This is an optimization exercise on Yosys and OpenROAD, whose aim is small area, not a production implementation.
In this exercise RTL edits were held to simulation tests only and were not proved equivalent to the original.
Power and IR drop assume default switching activity. The flow treats the clock pin as an ideal source, which a real chip does not have.

Setup of run 1:
// rw_bus_codec
module rw_bus_codec #(
    parameter [7:0]   HDR0       = 8'h42,
    parameter [7:0]   HDR1       = 8'h12,
    parameter [7:0]   AL0        = 8'hE1,
    parameter [7:0]   AL1        = 8'hE5,
    parameter [7:0]   DL0        = 8'hE3,
    parameter [7:0]   DL1        = 8'hE7,
    parameter [7:0]   STB        = 8'hFB,
    parameter integer MAX_WRITES = 24
) (
    input  wire       clk,
    input  wire       rst,           
    input  wire       wr_valid,
    output wire       wr_ready,
    input  wire [8:0] wr_addr,
    input  wire [7:0] wr_value,
    input  wire       tick_valid,
    output wire       tick_ready,
    output wire       tx_valid,
    input  wire       tx_ready,
    output wire [7:0] tx_data
);
For scale: about 610 cells after synthesis, ~430 flip-flops, about 33 I/O pins.
clock: 10.0 ns
lec_check: 0
cap_margin: 20
core_margin: 2
core_utilization: 70
place_density: 0.8
slew_margin: 20
standard.sh (not shown) runs the stock make flow with config.mk's settings and CLKGATE_MAP_FILE= SYNTH_SCRIPT=/design/flow/synth_recipe.tcl, a recipe that flattens the netlist after the stock synthesis.
==> flow/flow/run.sh <==
#!/bin/bash
# The standard layout (standard.sh) with these changes:
#  - synthesis: abc maps for area (flow/my_synth.tcl) and adders are left to
#    abc (no ADDER_MAP_FILE); registers are the same as the standard synthesis
#  - clock tree: clkbuf_16 leaves in sink clusters of up to 34, clkbuf_4
#    above them, no dummy loads
#  - port buffers: buf_1
# The full make output goes to standard.log; ORFS keeps each step's log.
set -e
export FLOW_WORK=$PWD
export CTS_ARGS="-sink_clustering_enable -repair_clock_nets -dont_use_dummy_load -sink_clustering_size 34 -sink_clustering_max_diameter 80 -buf_list sky130_fd_sc_hd__clkbuf_16 -root_buf sky130_fd_sc_hd__clkbuf_4 -tree_buf sky130_fd_sc_hd__clkbuf_4"
export BUFFER_PORTS_ARGS="-buffer_cell sky130_fd_sc_hd__buf_1"
bash standard.sh SYNTH_SCRIPT=$PWD/flow/my_synth.tcl ADDER_MAP_FILE= finish > standard.log 2>&1
==> flow/flow/area.abc <==
strash; ifraig; scorr; dc2; strash; dch -f; amap; strash; dch -f; amap; strash; dch -f; amap
==> flow/flow/my_synth.tcl <==
# The standard flow's synthesis (synth_recipe.tcl: ORFS synthesis without fsm/share, then
# flatten and rename) with one change: abc maps for area with the script in
# flow/area.abc instead of ORFS's delay-driven script.
proc abc {args} {
  set keep {}
  set skip 0
  foreach a $args {
    if {$skip} { set skip 0; continue }
    if {$a eq "-script" || $a eq "-D" || $a eq "-constr"} { set skip 1; continue }
    lappend keep $a
  }
  yosys abc {*}$keep -script $::env(FLOW_WORK)/flow/area.abc
}
source $::env(FLOW_WORK)/synth_recipe.tcl
> inputs changed (run 1 -> run 2)
==> flow/flow/run.sh <==
#!/bin/bash
# The standard layout (standard.sh) with these changes:
#  - synthesis: abc maps for area (flow/my_synth.tcl, flow/area.abc) and adders are left to
#    abc (no ADDER_MAP_FILE); registers are the same as the standard synthesis
#  - clock tree: clkbuf_16 leaves in sink clusters of up to 34, clkbuf_4
#    above them, no dummy loads
#  - port buffers: buf_1
# The full make output goes to standard.log; ORFS keeps each step's log.
set -e
export FLOW_WORK=$PWD
export CTS_ARGS="-sink_clustering_enable -repair_clock_nets -dont_use_dummy_load -sink_clustering_size 34 -sink_clustering_max_diameter 80 -apply_ndr full -buf_list sky130_fd_sc_hd__clkbuf_16 -root_buf sky130_fd_sc_hd__clkbuf_4 -tree_buf sky130_fd_sc_hd__clkbuf_4"
export BUFFER_PORTS_ARGS="-buffer_cell sky130_fd_sc_hd__buf_1"
bash standard.sh SYNTH_SCRIPT=$PWD/flow/my_synth.tcl ADDER_MAP_FILE= finish > standard.log 2>&1
==> flow/flow/area.abc <==
strash; ifraig; scorr; dc2; strash; &get -n; &dch -f; &nf -R 1000; &put; strash; dch -f; amap
## What came out
- ~same insertion delay of the later-clocked pin in the worst-skew pair in run 1 and run 2
- On standard cell area after detailed placement, run 1 and run 2 are neck and neck.
- Combinational share of power in run 2 vs run 1: down 0.7 points
- Run 2: done, clean on timing, DRC and antenna
- Comparing run 1 and run 2, routed wire length is higher on run 1.
- Maximum frequency for run 2: 6.5% down relative to run 1
Modified inputs, run 3 compared to run 2
==> flow/flow/run.sh <==
#!/bin/bash
# The standard layout (standard.sh) with these changes:
#  - synthesis: abc maps for area (flow/my_synth.tcl) and adders are left to
#    abc (no ADDER_MAP_FILE); registers are the same as the standard synthesis
#  - clock tree: clkbuf_16 leaves in sink clusters of up to 34, clkbuf_4
#    above them, no dummy loads
#  - port buffers: buf_1
# The full make output goes to standard.log; ORFS keeps each step's log.
set -e
export FLOW_WORK=$PWD
export CTS_ARGS="-sink_clustering_enable -repair_clock_nets -dont_use_dummy_load -sink_clustering_size 34 -sink_clustering_max_diameter 80 -buf_list sky130_fd_sc_hd__clkbuf_16 -root_buf sky130_fd_sc_hd__clkbuf_4 -tree_buf sky130_fd_sc_hd__clkbuf_4"
export BUFFER_PORTS_ARGS="-buffer_cell sky130_fd_sc_hd__buf_1"
bash standard.sh SYNTH_SCRIPT=$PWD/flow/my_synth.tcl ADDER_MAP_FILE= finish > standard.log 2>&1
==> flow/flow/area.abc <==
strash; ifraig; scorr; dc2; strash; &get -n; &dch -f; &nf -R 1000; &put
==> run summary <==
The more densely filled core belongs to run 2, not run 3. Against run 2, run 3 comes in 0.2 points lower on sequential cell fraction of total power. Run 2 vs run 3, slowest cell on the critical path: sky130_fd_sc_hd__a2111oi_0 vs sky130_fd_sc_hd__a211oi_1. Run 3 reports a higher critical path data arrival time than run 2 does.
--- input diff run 3..run 4 ---
==> flow/flow/my_synth.tcl <==
# The standard flow's synthesis (synth_recipe.tcl: ORFS synthesis without fsm/share, then
# flatten and rename) with one change: abc maps for area with its default
# script instead of ORFS's delay-driven script.
proc abc {args} {
  set keep {}
  set skip 0
  foreach a $args {
    if {$skip} { set skip 0; continue }
    if {$a eq "-script" || $a eq "-D" || $a eq "-constr"} { set skip 1; continue }
    lappend keep $a
  }
  yosys abc {*}$keep
}
source $::env(FLOW_WORK)/synth_recipe.tcl
removed: flow/flow/area.abc
## What came out
Run 4 finished end to end and its layout was clean on timing, DRC and antenna.
Run 4 ended up with a higher final standard cell count with taps included and fillers excluded than run 3 did.
Going from run 3 to run 4, final standard cell area without fillers shows an increase of 0.43%, simple-gate area share of the yosys netlist shows an increase of 0.92 points, met1 track utilization from global routing shows a reduction of 1.6 points, sequential share of power shows no meaningful change, total number of vias shows an increase of 3.5%.
Per the comparison of run 4 with run 3, cell area after placement has increased; fraction of area in registers fell 0.36 points.

-- what the ideal ports hide --
In the flow no input, the clock included, has a driving cell. The finished layouts below were timed again as built, in two steps. Step 1 assumes that a clkbuf_16 drives the clock port and a buf_2 every other input. Step 2 also shifts input and output timing later by t, the mid clock arrival at the registers, as if the neighbouring blocks saw the same clock. Slacks: ideal / step 1 / step 2; pairs: ideal / step 1.
run	t, ns	slack for setup (ns)	worst setup path after step 2	slew at the worst register clock pin (ns)
run 1	0.695	5.462 / 5.427 / 4.787	input to register	0.12 / 0.12
run 2	0.677	5.145 / 5.155 / 4.478	input to register	0.12 / 0.12
run 3	0.676	5.007 / 5.007 / 4.621	input to register	0.12 / 0.12
run 4	0.702	4.916 / 4.925 / 4.223	input to register	0.12 / 0.12
After both steps setup and hold are still met in every run listed. The setup slack of run 4, which loses most, moves by +0.009 ns with the drivers and by -0.693 ns with both steps.
